Source: an optimization exercise on an open RTL-to-GDS flow (aim: small area, a short achievable clock period and few clock cycles). Production flows keep margins and buffers that such runs may drop.
The RTL was checked by simulation tests, not by an equivalence proof against the original design.
Power figures rest on the tool's default switching activity, not on a simulated workload.

==> job 2206 <==
// muisti_core
module muisti_core #(
    parameter integer  CAP            = 64,     
    parameter integer  REG_CAP        = 8,      
    parameter integer  Q_CAP          = 8,      
    parameter [31:0]   TIMEOUT        = 32'd5000,
    parameter [31:0]   FLUSH_INTERVAL = 32'd1000
) (
    input  wire        clk,
    input  wire        rst,
    input  wire        cmd_valid,
    output wire        cmd_ready,
    input  wire [9:0]  cmd,
    input  wire [31:0] now,
    output wire        ev_valid,
    output wire [1:0]  ev_kind,        
    output wire [7:0]  ev_code,        
    output wire [95:0] ev_tag,         
    output wire [7:0]  ev_ant,
    output wire [31:0] ev_strength,    
    output wire        stop_ack_valid,
    output wire        stop_ack_ok,
    output wire        assembling
);
clock: 10.0 ns
lec_check: 0
abc_clock_period_in_ps: 3500
cap_margin: 20
core_margin: 2
core_utilization: 60
cts_cluster_diameter: 90
cts_cluster_size: 25
place_density: 0.72
setup_slack_margin: 5
slew_margin: 20
standard.sh (not shown) runs the stock make flow with config.mk's settings and CLKGATE_MAP_FILE= SYNTH_SCRIPT=/design/flow/synth_recipe.tcl, a recipe that flattens the netlist after the stock synthesis.
==> flow/flow/run.sh <==
#!/bin/bash
set -euo pipefail
sed -E 's/SETUP_SLACK_MARGIN=[0-9.]+/SETUP_SLACK_MARGIN=6/' standard.sh > standard_m6.sh
grep -q 'SETUP_SLACK_MARGIN=6' standard_m6.sh
bash standard_m6.sh > flow_make.log 2>&1
==> inputs of job 5428, as changes to job 2206 <==
--- a/flow/design.v
+++ b/flow/design.v
@@ -25,21 +25,23 @@
     localparam [7:0] OP_TAG_SEEN = 8'h83, OP_STOP_ACK = 8'h8D;
     localparam [3:0] W_ASM_OVERFLOW = 4'd1, W_ASM_RESYNC = 4'd2,
                      W_REJ_LENGTH = 4'd5, W_REJ_CHECKSUM = 4'd6,
                      W_REG_FULL = 4'd7, W_QUEUE_FULL = 4'd8;
     localparam [1:0] EV_WARN = 2'd0, EV_SEEN = 2'd1, EV_GONE = 2'd2;
     integer i, k;
     function ge32(input [31:0] a, input [31:0] b);
-        reg [31:0] gt, eq;
-        integer l, m;
+        reg [7:0] gt, eq;
+        integer g, l, m;
         begin
-            gt = a & ~b;
-            eq = ~(a ^ b);
-            for (l = 1; l < 32; l = l * 2)
-                for (m = 0; m < 32; m = m + 2 * l) begin
+            for (g = 0; g < 8; g = g + 1) begin
+                gt[g] = (a[4*g+:4] > b[4*g+:4]);
+                eq[g] = (a[4*g+:4] == b[4*g+:4]);
+            end
+            for (l = 1; l < 8; l = l * 2)
+                for (m = 0; m < 8; m = m + 2 * l) begin
                     gt[m] = gt[m+l] | (eq[m+l] & gt[m]);
                     eq[m] = eq[m+l] & eq[m];
                 end
             ge32 = gt[0] | eq[0];
         end
     endfunction
     function [7:0] dec8(input [2:0] x);
@@ -71,15 +73,15 @@
     reg [3:0]    q_len;
     reg          pw_v;
     reg [7:0]    pw_r_oh, pw_q_oh;    
     reg          pw_r_new, pw_q_new;  
     reg [7:0]    sp_oh;
     reg [7:0]    rs_oh, qs_oh;
     reg [3:0]    sc_cnt;
-    reg [7:0]    r_hit, q_hit;    
+    reg [7:0]    r_tm, q_tm;      
     reg [3:0]    dp, pa, wr, gw, gr;
     reg          sb_v;            
     reg [2:0]    sb_slot;
     reg [31:0]   sb_seen;
     reg          sc_v;            
     reg          sc_young;
     reg [2:0]    sc_slot;
@@ -145,16 +147,15 @@
             7'd1:    ck_byte = S1;
             7'd2:    ck_byte = b2;
             7'd3:    ck_byte = b3;
             default: ck_byte = ckb;
         endcase
     end
     wire        ck_ok    = (xv == ck_byte);
-    wire        key_wr   = wr_cur && (((cursor >= 7'd7) && (cursor <= 7'd18)) || cursor == 7'd21);
-    wire        ant_wr   = wr_cur && (cursor == 7'd21);
+    wire        tag_wr   = wr_cur && (cursor >= 7'd7) && (cursor <= 7'd18);
     wire [95:0] key_tag  = {kb[7], kb[8], kb[9], kb[10], kb[11], kb[12],
                             kb[13], kb[14], kb[15], kb[16], kb[17], kb[18]};
     wire [15:0] rssi     = {kb[19], kb[20]};
     wire [16:0] str5     = (rssi == 16'd0) ? 17'd800 : ({1'b0, rssi} - 17'd64736);
     wire        draining = dp < q_len;
     wire        g_has    = (gr != gw);
     wire        show_q   = st_chk && draining;
@@ -175,24 +176,26 @@
             q_ant_rd = q_ant_rd | (q_ant[k] & {8{q_sel[k]}});
             q_str_rd = q_str_rd | (q_str[k] & {17{q_sel[k]}});
         end
     end
     wire [7:0]  q_vm     = ~(8'hFF << q_len);        
     wire        r_tag_eq = |(sp_oh & r_valid) && (r_tag_rd == key_tag);
     wire        q_tag_eq = |(sp_oh & q_vm)    && (q_tag_rd == key_tag);
-    wire        r_cmp    = r_tag_eq && (r_ant_rd == kb[21]);
-    wire        q_cmp    = q_tag_eq && (q_ant_rd == kb[21]);
-    wire        r_cmp_b  = r_tag_eq && (r_ant_rd == b);
-    wire        q_cmp_b  = q_tag_eq && (q_ant_rd == b);
+    reg  [7:0]  r_ant_eq, q_ant_eq;
+    always @(*) begin
+        for (k = 0; k < 8; k = k + 1) begin
+            r_ant_eq[k] = (r_ant[k] == kb[21]);
+            q_ant_eq[k] = (q_ant[k] == kb[21]);
+        end
+    end
     wire        arr_chg  = do_reset || do_check || st_chk || pw_v;
-    wire        scan_go  = !st_chk && (ant_wr || (!key_wr && !sc_cnt[3]));
-    wire        cmp_live = !st_chk && !sc_cnt[3];
-    wire [7:0]  r_hit_now = (cmp_live && r_cmp) ? sp_oh : r_hit;
-    wire [7:0]  q_hit_now = (cmp_live && q_cmp) ? sp_oh : q_hit;
-    wire        scan_done = sc_cnt[3] || (cmp_live && sc_cnt == 4'd7);
+    wire        scan_go  = !st_chk && !tag_wr && !sc_cnt[3];
+    wire [7:0]  r_hit_now = r_tm & r_ant_eq;
+    wire [7:0]  q_hit_now = q_tm & q_ant_eq;
+    wire        scan_done = sc_cnt[3];
     wire        end_ok   = len_ok && ck_ok;
     wire        fast_ok  = (cursor >= 7'd22) && scan_done && !pw_v;
     wire        commit   = (w_end && end_ok && op83 && fast_ok) || (st_fin && scan_done);
     wire        r_full   = r_len[3];
     wire        q_full   = q_len[3];
     wire        r_miss   = (r_hit_now == 8'd0);
     wire        q_miss   = (q_hit_now == 8'd0);
@@ -224,35 +227,34 @@
     wire        sc_exp   = st_chk && sc_v && !sc_young;
     wire        sc_keep  = st_chk && sc_v && sc_young;
     wire        push     = sc_exp;
     wire [3:0]  gw_n     = gw + (push ? 4'd1 : 4'd0);
     wire [3:0]  gr_n     = gr + (show_g ? 4'd1 : 4'd0);
     wire        more_q   = draining && (dp + 4'd1 < q_len);
     wire        chk_end  = st_chk && !sa_go && !sb_v && !more_q && (gw_n == gr_n);
-    wire        sc_restart = arr_chg || commit || (key_wr && !ant_wr) || (ant_wr && !scan_go);
-    wire [7:0]  sp_oh_n  = do_reset ? 8'd1 :
-                           (!sc_restart && (ant_wr || scan_go)) ? {sp_oh[6:0], sp_oh[7]} : sp_oh;
-    wire        st_chk_n = fire || (st_chk && !chk_end);
+    wire        sc_restart = arr_chg || commit || tag_wr;
+    wire [7:0]  sp_oh_n  = (do_reset || do_check) ? 8'd1 :
+                           (!sc_restart && scan_go) ? {sp_oh[6:0], sp_oh[7]} : sp_oh;
+    wire        chk_on_n = st_chk && !chk_end;
     wire [3:0]  dp_n     = dp + (show_q ? 4'd1 : 4'd0);
     wire        drain_n  = dp_n < q_len;
     wire [2:0]  gq_head_n = (push && gw[2:0] == gr_n[2:0]) ? sc_slot : gq[gr_n[2:0]];
     wire        g_has_n  = gr_n != gw_n;
-    wire        q_some   = (q_len != 4'd0);
-    wire [7:0]  qs_chk   = st_idle ? {7'd0, q_some} :
-                           (drain_n ? dec8(dp_n[2:0]) : 8'd0);
-    wire [7:0]  rs_chk   = (st_idle || drain_n || !g_has_n) ? 8'd0 : dec8(gq_head_n);
-    wire [7:0]  qs_oh_n  = do_reset ? 8'd1 : (st_chk_n ? qs_chk : sp_oh_n);
-    wire [7:0]  rs_oh_n  = do_reset ? 8'd1 : (st_chk_n ? rs_chk : sp_oh_n);
+    wire [7:0]  qs_chk   = drain_n ? dec8(dp_n[2:0]) : 8'd0;
+    wire [7:0]  rs_chk   = (drain_n || !g_has_n) ? 8'd0 : dec8(gq_head_n);
+    wire [7:0]  qs_oh_n  = (do_reset || do_check) ? 8'd1 : (chk_on_n ? qs_chk : sp_oh_n);
+    wire [7:0]  rs_oh_n  = (do_reset || do_check) ? 8'd1 : (chk_on_n ? rs_chk : sp_oh_n);
     always @(posedge clk) begin
         qs_oh    <= qs_oh_n;
         rs_oh    <= rs_oh_n;
+        sp_oh    <= sp_oh_n;
         ev_v     <= 1'b0;
-        ev_tag_q <= r_tag_rd | q_tag_rd;
-        ev_ant_q <= r_ant_rd | q_ant_rd;
-        ev_str_q <= q_str_rd;
+        ev_tag_q <= show_q ? q_tag_rd : r_tag_rd;
+        ev_ant_q <= show_q ? q_ant_rd : r_ant_rd;
+        ev_str_q <= show_q ? q_str_rd : 17'd0;
         if (accept) begin
             now_q    <= now;
             win_lo   <= now - TIMEOUT;
             win_wrap <= (now < TIMEOUT);
         end
         if (pw_v) begin
             for (k = 0; k < 8; k = k + 1) begin
@@ -286,17 +288,14 @@
             lf_end     <= FLUSH_INTERVAL - 32'd1;
             lf_wrap    <= 1'b0;
             lf_pend    <= 1'b0;
             r_valid    <= 8'd0;
             r_len      <= 4'd0;
             q_len      <= 4'd0;
             sc_cnt     <= 4'd0;
-            sp_oh      <= 8'd1;
-            r_hit      <= 8'd0;
-            q_hit      <= 8'd0;
         end else begin
             if (do_byte) begin
                 p_a5 <= (b == S0);
                 p_0d <= (b == E0);
             end
             if (wr_cur) begin
                 case (cursor)
@@ -458,25 +457,20 @@
                 if (chk_end) begin
                     q_len   <= 4'd0;
                     r_len   <= wr + (sc_keep ? 4'd1 : 4'd0);
                     st_chk  <= 1'b0;
                     st_idle <= 1'b1;
                 end
             end
-            if (arr_chg || commit || (key_wr && !ant_wr) || (ant_wr && !scan_go)) begin
+            if (sc_restart) begin
                 sc_cnt  <= 4'd0;
-                r_hit   <= 8'd0;
-                q_hit   <= 8'd0;
-            end else if (ant_wr) begin
-                sp_oh   <= {sp_oh[6:0], sp_oh[7]};
-                sc_cnt  <= 4'd1;
-                r_hit   <= r_cmp_b ? sp_oh : 8'd0;
-                q_hit   <= q_cmp_b ? sp_oh : 8'd0;
             end else if (scan_go) begin
-                sp_oh   <= {sp_oh[6:0], sp_oh[7]};
                 sc_cnt  <= sc_cnt + 4'd1;
-                if (r_cmp) r_hit <= sp_oh;
-                if (q_cmp) q_hit <= sp_oh;
+                for (k = 0; k < 8; k = k + 1)
+                    if (sp_oh[k]) begin
+                        r_tm[k] <= r_tag_eq;
+                        q_tm[k] <= q_tag_eq;
+                    end
             end
         end
     end
 endmodule
==> flow/flow/run.sh (replaced) <==
#!/bin/bash
set -euo pipefail
sed -E 's/SETUP_SLACK_MARGIN=[0-9.]+/SETUP_SLACK_MARGIN=6.5/' standard.sh > standard_m65.sh
grep -q 'SETUP_SLACK_MARGIN=6.5' standard_m65.sh
bash standard_m65.sh > flow_make.log 2>&1
Settings changed: CORE_UTILIZATION 60 to 68, PLACE_DENSITY 0.72 to 0.78.
==> notes.md <==
                                                                                                            job 5428                job 2206
Synth Area in XOR/XNOR                                                                                         3.36%                   2.56%
Number of stages on the worst hold path                                                                            2                       0
Outcome                                                                                   complete, but fails checks  timing/DRC/antenna clean
Violated checks                                                      max-capacitance violations, max-slew violations                       -
Net load switching power                                                                                   0.00434 W               0.00478 W
Post-place instance area                                                                                   0.112 mm²               0.111 mm²
Sequential fraction of design power                                                                            63.4%                   61.0%
Internal power consumption                                                                                  0.0148 W                0.0152 W
Share of final-layout standard cells stronger than drive strength 1                                            16.0%                   13.8%
Core footprint                                                                                             0.156 mm²               0.176 mm²
Worst-path cell with the longest stage delay                                               sky130_fd_sc_hd__edfxtp_1  sky130_fd_sc_hd__or4_4
Total number of cells along the worst setup path                                                                  17                      15
FILL cells                                                                                                      8610                   11637
Well-tap cell count                                                                                             2058                    2340
Testbench counts of job 2206, summed over its fixed seeds: cycles 37,485.
Testbench counts of job 5428, summed over its fixed seeds: cycles 37,485.

-- re-timing with driven ports --
In the flow no input, the clock included, has a driving cell. The finished layouts below were timed again as built, in two steps.
Step 1 assumes that a clkbuf_16 drives the clock port and a buf_2 every other input.
Step 2, shift: input delay + t, output delay - t, t = (earliest + latest rising clock arrival at the registers) / 2. This alone moves slack from input paths to output paths.
Three values: ideal ports, drivers, drivers and shift; two values: the first two.
run	t, ns	slack for setup (ns)	latest minus earliest clock arrival (ns)	worst data-port slew with drivers (ns)	cell pins on the clock port's net
job 2206	0.893	5.441 / 5.441 / 4.979	0.073 / 0.072	0.06	1
job 5428	0.893	5.850 / 5.850 / 5.193	0.085 / 0.085	0.16	1
For job 5428, which loses most, drivers alone change the setup slack by 0.000 ns; drivers and shift together by -0.657 ns.
